Context: an optimization exercise on an open-source flow, tuned for small area, a short achievable clock period and few clock cycles per item. The choices shown serve that exercise and are no tape-out recipe. Function was checked by simulation only, so behaviour that the tests miss may differ from the original.

==> flow/design.v <==
module gtd_tone (
    input  wire         clk,
    input  wire         rst,             
    input  wire [15:0]  cfg_n,           
    input  wire [2:0]   cfg_nt,          
    input  wire [17:0]  cfg_coeff0,
    input  wire [17:0]  cfg_coeff1,
    input  wire [17:0]  cfg_coeff2,
    input  wire [17:0]  cfg_coeff3,
    input  wire         cfg_line_src,    
    input  wire         cfg_slice_inv,
    input  wire         in_valid,
    output wire         in_ready,
    input  wire [15:0]  in_sample,
    input  wire         clear,
    output reg          res_valid,
    output reg          res_kind,        
    output reg  [1:0]   res_sym,
    output reg          res_level,
    output reg          res_level_valid,
    output wire [255:0] res_power        
);
    localparam [2:0] S_IDLE = 3'd0,
                     S_LANE = 3'd1,
                     S_PWR  = 3'd2,
                     S_DEC  = 3'd3;
    reg  [2:0]         state;
    reg  [1:0]         lane;
    reg  [1:0]         step;
    reg                clear_pend;
    reg  signed [47:0] s1 [0:3];
    reg  signed [47:0] s2 [0:3];
    reg  [15:0]        wcnt;
    reg  signed [31:0] ssum;
    reg  signed [15:0] x_reg;
    reg  signed [65:0] c_s1;             
    reg  signed [115:0] acc;             
    reg  [63:0]        pwr [0:3];
    wire [15:0] n_eff  = (cfg_n == 16'd0) ? 16'd1 : cfg_n;
    wire [2:0]  nt_eff = (cfg_nt == 3'd0) ? 3'd1 : (cfg_nt > 3'd4) ? 3'd4 : cfg_nt;
    reg  signed [17:0] coeff;
    always @* begin
        case (lane)
            2'd0: coeff = cfg_coeff0;
            2'd1: coeff = cfg_coeff1;
            2'd2: coeff = cfg_coeff2;
            default: coeff = cfg_coeff3;
        endcase
    end
    wire signed [47:0] s1_l = s1[lane];
    wire signed [47:0] s2_l = s2[lane];
    reg  signed [65:0]  mul_a;
    reg  signed [47:0]  mul_b;
    wire signed [113:0] prod = mul_a * mul_b;
    always @* begin
        mul_a = {{48{coeff[17]}}, coeff};
        mul_b = s1_l;
        if (state == S_PWR) begin
            case (step)
                2'd0: begin mul_a = {{18{s1_l[47]}}, s1_l}; mul_b = s1_l; end
                2'd1: begin mul_a = {{18{s2_l[47]}}, s2_l}; mul_b = s2_l; end
                2'd2: begin mul_a = {{48{coeff[17]}}, coeff}; mul_b = s1_l; end
                default: begin mul_a = c_s1; mul_b = s2_l; end
            endcase
        end
    end
    wire [47:0] v_new = {{32{x_reg[15]}}, x_reg} + prod[61:14] - s2_l;
    wire signed [115:0] t_full = (acc <<< 14) - {{2{prod[113]}}, prod};
    wire signed [101:0] t_shr  = t_full[115:14];
    wire [63:0] p_clamp = t_shr[101]           ? 64'd0 :
                          (|t_shr[100:64])     ? {64{1'b1}} :
                                                 t_shr[63:0];
    wire signed [31:0] ssum_next = ssum + {{16{in_sample[15]}}, in_sample};
    wire [15:0]        wcnt_next = wcnt + 16'd1;
    reg [1:0]  dec;
    reg [63:0] best;
    integer    j;
    always @* begin
        dec  = 2'd0;
        best = pwr[0];
        for (j = 1; j < 4; j = j + 1) begin
            if (j < nt_eff && pwr[j] > best) begin
                dec  = j[1:0];
                best = pwr[j];
            end
        end
    end
    assign in_ready  = (state == S_IDLE);
    assign res_power = {pwr[3], pwr[2], pwr[1], pwr[0]};
    integer k;
    always @(posedge clk) begin
        res_valid <= 1'b0;
        if (rst) begin
            state           <= S_IDLE;
            lane            <= 2'd0;
            step            <= 2'd0;
            clear_pend      <= 1'b0;
            wcnt            <= 16'd0;
            ssum            <= 32'sd0;
            x_reg           <= 16'sd0;
            c_s1            <= 66'sd0;
            acc             <= 116'sd0;
            res_kind        <= 1'b0;
            res_sym         <= 2'd0;
            res_level       <= 1'b0;
            res_level_valid <= 1'b0;
            for (k = 0; k < 4; k = k + 1) begin
                s1[k]  <= 48'sd0;
                s2[k]  <= 48'sd0;
                pwr[k] <= 64'd0;
            end
        end else begin
            case (state)
                S_IDLE: begin
                    if (clear) begin
                        wcnt <= 16'd0;
                        ssum <= 32'sd0;
                        for (k = 0; k < 4; k = k + 1) begin
                            s1[k] <= 48'sd0;
                            s2[k] <= 48'sd0;
                        end
                    end else if (in_valid) begin
                        if (cfg_line_src) begin
                            if (wcnt_next >= n_eff) begin
                                wcnt            <= 16'd0;
                                ssum            <= 32'sd0;
                                res_valid       <= 1'b1;
                                res_kind        <= 1'b1;
                                res_level       <= (ssum_next > 32'sd0) ^ cfg_slice_inv;
                                res_level_valid <= 1'b1;
                            end else begin
                                wcnt <= wcnt_next;
                                ssum <= ssum_next;
                            end
                        end else begin
                            x_reg <= in_sample;
                            lane  <= 2'd0;
                            state <= S_LANE;
                        end
                    end
                end
                S_LANE: begin
                    if (clear) clear_pend <= 1'b1;
                    s2[lane] <= s1_l;
                    s1[lane] <= v_new;
                    lane     <= lane + 2'd1;
                    if (lane == 2'd3) begin
                        if (wcnt_next >= n_eff) begin
                            wcnt  <= 16'd0;
                            step  <= 2'd0;
                            state <= S_PWR;
                        end else begin
                            wcnt  <= wcnt_next;
                            state <= S_IDLE;
                            if (clear || clear_pend) begin
                                clear_pend <= 1'b0;
                                wcnt <= 16'd0;
                                ssum <= 32'sd0;
                                for (k = 0; k < 4; k = k + 1) begin
                                    s1[k] <= 48'sd0;
                                    s2[k] <= 48'sd0;
                                end
                            end
                        end
                    end
                end
                S_PWR: begin
                    step <= step + 2'd1;
                    case (step)
                        2'd0: acc  <= {{2{prod[113]}}, prod};
                        2'd1: acc  <= acc + {{2{prod[113]}}, prod};
                        2'd2: c_s1 <= prod[65:0];
                        default: begin
                            pwr[lane] <= p_clamp;
                            lane      <= lane + 2'd1;
                            if (lane == 2'd3) state <= S_DEC;
                        end
                    endcase
                end
                default: begin  
                    res_valid       <= 1'b1;
                    res_kind        <= 1'b0;
                    res_sym         <= dec;
                    res_level       <= (dec == 2'd0);
                    res_level_valid <= (nt_eff == 3'd2);
                    clear_pend      <= 1'b0;
                    wcnt            <= 16'd0;
                    ssum            <= 32'sd0;
                    for (k = 0; k < 4; k = k + 1) begin
                        s1[k] <= 48'sd0;
                        s2[k] <= 48'sd0;
                    end
                    state <= S_IDLE;
                end
            endcase
        end
    end
endmodule
==> flow/config.mk <==
export PLATFORM = sky130hd
export DESIGN_NAME = gtd_tone
export DESIGN_NICKNAME = gtd_tone
export VERILOG_FILES = /design/flow/design.v
export SDC_FILE = /design/flow/constraint.sdc
export NUM_CORES = 4
export LEC_CHECK = 0
export CAP_MARGIN = 20
export CORE_MARGIN = 2
export CORE_UTILIZATION = 25
export PLACE_DENSITY = 0.45
export SLEW_MARGIN = 20
==> flow/run.sh <==
#!/bin/bash
# synth_recipe.tcl (not shown) runs the flow's synth.tcl, then flattens the netlist and writes it again
# the make line also repeats each setting of config.mk as NAME=value (left out here)
make -C /OpenROAD-flow-scripts/flow DESIGN_CONFIG=/design/flow/config.mk WORK_HOME=/design/flow/orfs CLKGATE_MAP_FILE= SYNTH_SCRIPT=/design/flow/synth_recipe.tcl finish
==> flow/constraint.sdc <==
create_clock -name core_clock -period 20.0 [get_ports {clk}]
set_input_delay 4.0000 -clock core_clock [delete_from_list [all_inputs] [get_ports {clk}]]
set_output_delay 4.0000 -clock core_clock [all_outputs]
set_load 0.01 [all_outputs]
==> run notes <==
==> how the worst max path moves through the flow <==
stage	slack (ns)	to	cells after the start
floorplan	2.13	pwr[1][27]	56
global placement	-1.74	pwr[2][52]	61
detailed placement	-1.71	pwr[2][52]	61
CTS	0.02	pwr[0][36]	62
global route	0.004	pwr[3][36]	68
finish	0.49	pwr[3][36]	62
==> synth_stat cells, types with 77 or more instances <==
cell      number
a21oi_1      866
inv_1       3442
nor3_1       116
nor2_1      1702
buf_1         80
xnor2_1      237
a22oi_1      147
nand2b_1      97
xor2_1       139
nand2_1     2626
a22o_1       263
o21a_1        77
nand4_1      137
edfxtp_1     256
a211oi_1     118
o21bai_1      92
a21o_1       299
clkbuf_1     933
mux4_2        96
ha_1         838
mux2i_1      140
dfxtp_1      631
o21ai_0      391
fa_1        3317
nand3_1      111
==> cell type report <==
class	instances	area, um^2
antenna	23	57.6
inverter	3443	12900
tap	8584	10700
multi-input combinational	12600	124000
sequential	887	20300
fill	68400	449000
clock buffer	126	2750
timing repair buffer	2224	19500
clock inverter	57	811
==> logic make-up after synthesis <==
group                      count (synthesis)  synth area share
and+or+nand+nor                         5086             0.130
buffers and inverters                   4487             0.106
adders and majority gates               4156             0.478
AOI/OAI and AO/OA                       2738             0.113
DFF                                      887             0.126
xor gates and xnor gates                 377            0.0206
muxes                                    289            0.0259
==> cells in the final DEF, fill, tap and decap left out, types with 31 or more instances in the layout <==
| cell type | n |
|---|---|
| a211oi_1 | 117 |
| a21o_1 | 299 |
| a21oi_1 | 861 |
| a221o_1 | 45 |
| a22o_1 | 263 |
| a22oi_1 | 147 |
| a31oi_1 | 44 |
| and2_1 | 40 |
| and3_1 | 47 |
| buf_12 | 144 |
| buf_4 | 1700 |
| clkbuf_16 | 101 |
| clkdlybuf4s50_1 | 374 |
| dfxtp_1 | 628 |
| edfxtp_1 | 256 |
| fa_1 | 3317 |
| ha_1 | 830 |
| inv_1 | 3440 |
| mux2_2 | 41 |
| mux2i_1 | 102 |
| mux2i_4 | 37 |
| mux4_2 | 96 |
| nand2_1 | 2621 |
| nand2b_1 | 97 |
| nand3_1 | 107 |
| nand4_1 | 137 |
| nor2_1 | 1693 |
| nor2b_1 | 73 |
| nor3_1 | 115 |
| o211a_1 | 33 |
| o211ai_1 | 66 |
| o21a_1 | 58 |
| o21ai_0 | 383 |
| o21bai_1 | 92 |
| o31ai_1 | 31 |
| xnor2_1 | 237 |
| xor2_1 | 138 |
==> metrics by stage <==
step / setup TNS (ns) / worst slack (ns) / cell area [um^2] / hold slack (ns) / cells
2_1_floorplan: 0 / 2.13 / 161000 / 0.420 / 18000
3_3_place_gp: -431.11 / -1.74 / 188000 / 0.430 / 27800
3_5_place_dp: -420.69 / -1.71 / 188000 / 0.441 / 27800
4_1_cts: 0 / 0.0176 / 191000 / 0.458 / 28000
5_1_grt: 0 / 0.00358 / 191000 / 0.477 / 28000
6_report: 0 / 0.485 / 192000 / 0.459 / 28000
==> routing by layer <==
| metal | routed length [um] | part of all wire |
|---|---|---|
| met5 | 92 | 0.00013 |
| met4 | 33200 | 0.047 |
| met3 | 47800 | 0.068 |
| met2 | 328000 | 0.47 |
| met1 | 296000 | 0.42 |
==> what timing repair did <==
| item | CTS | global route |
|---|---|---|
| buffers inserted | 0 | 1 |
| endpoints found under the setup margin | 256 | 256 |
| gates resized for setup | 5 | 30 |
| pin swaps | 0 | 1 |
==> worst register-to-register path: cells and delay by family, from the launching register on <==
kind	cells	cell delay (ns)
AOI/OAI and AO/OA	23	5.79
and+or+nand+nor	10	2.02
DFF	1	0.37
xor gates and xnor gates	1	0.06
adders and majority gates	12	6.09
buffers and inverters	14	2.92
==> reports/results.tsv <==
metric	value	unit
worst skew pair latency	0.78	ns
worst r2r src	step[0]	
met3 Use GR	0.0348	
DRC	0	
first-pass GRT wire length	1020000	um
WL final	705000	um
worst hold endpoint	s1[0][31]	
Slew Limit Fails	0	
Critical path origin	cfg_coeff1[17]	
global-route total usage across every layer	0.215	
delay-heaviest family, CP	adder cells	
Initial DRC Count	11100	
CP peak stage delay	0.78	ns
Worst Hold Class	reg2reg	
Seq/Total Area, Yosys	0.126	
CTS H-tree depth	3	
Post-Syn Instances	18000	
Yosys reg bits	887	
TritonRoute pass-1 iters	7	
max reg flops	256	
Largest regs	pwr (256), s1 (192), s2 (192)	
Tcrit/Tclk final	0.976	
leading post-synthesis cells by cell area	fa_1 41%, inv_1 8.0%, dfxtp_1 7.9%, ha_1 6.5%, nand2_1 6.1%	
fin nets	23600	
via count	135000	
Inserted Clock Buffers	100	
CP max stage cell	fa_1	
initial core utilization	0.251	
vias per cell	4.82	
hold depth	2	
Max Cap Violations	0	
CTS sink cnt	887	
Yosys Warn Count	1	
Max Freq	51.2	MHz
root buffer cell	clkbuf_16	
Worst Path Buf+Inv	16	
Worst Clk Skew	0.0912	ns
port bufs	375	
Setup violations, final	0	
worst reg2reg path depth	60	
gr ovfl total	0	
# IOs	376	
crit path DAT	19.96	ns
top cell type by total area after synthesis	fa_1	
cell row count	294	
Final Util	0.299	
status	finished clean	
area grow syn2layout	19.2	%
CTS Buffer Depth	3	
die height	806	um
top cell type's share of synthesized area	0.413	
Most used DFF post-synth	dfxtp_1	
Biggest register	pwr	
met1 Usage GRT	0.283	
die area	649000	um^2
Rel. slew slack	0.183	
RSZ-0062 raised after global routing	false	
CTS tree	built	
Final ANT Viol Nets	0	
met2 usage	0.353	
worst path required time	20.45	ns
vias in the first global route	141000	
FFs w/ async S/R, synth	0	
post-synth net total	22300	
Clock transition at path regs	0.07	ns
Final min period	19.51	ns
Final HPWL DP	584000	um
Mapped Area	161000	um^2
Worst setup EP type	flop	
Critical R2R Capture	pwr[3][36]	
core area	641000	um^2
Post-synth EDFFs	256	
Least-Margin Pin Slew	1.22	ns
Final Wtd Congestion	0.936	
busiest metal layer after global routing	met2	
Setup CP Type	in2reg	
CP Launch Type	input pin	
Hold Vio Cnt, Final	0	
proportion of layout cells with a drive suffix above 1	0.121	
R2R Setup Slk	2.44	ns
crit-path max FO	43	
post-synth cell types	87	
hold path startpoint	s1[0][31]	
largest net degree at the start of global routing	130	
Syn Area/Cell	8.92	um^2
cts hold-fix bufs	0	
Die Width	806	um
Wirelength per Cell	25.2	um
initial antenna violation count	46	
Testbench counts, summed over its fixed seeds: cycles 52,088, samples 9,600.

## what the ideal ports hide
The results above use ideal ports. As a check the final layout listed here was re-extracted and re-timed, cells and wires unchanged.
Step 1, drivers: a clkbuf_16 drives clk and a buf_2 each remaining input, both assumed.
Step 2 adds t to the input delays and takes it off the output delays; t is the mean of the earliest and latest rising clock arrival at the registers after step 1. Input paths then give back, and output paths get back, about the clock's delay inside the block.
a / b / c = ideal ports / drivers / drivers and shift; a / b = the first two.
shift t [ns]: 0.828
setup WS [ns]: 0.485 / 0.561 / -0.266
worst setup path at the end: input to register
clock arrival spread, ns: 0.093 / 0.093
pins driven straight from the clock port: 1
With both steps, setup timing fails in this run, where it was met with ideal ports. For this run, drivers alone change the setup slack by +0.076 ns; drivers and shift together by -0.751 ns.
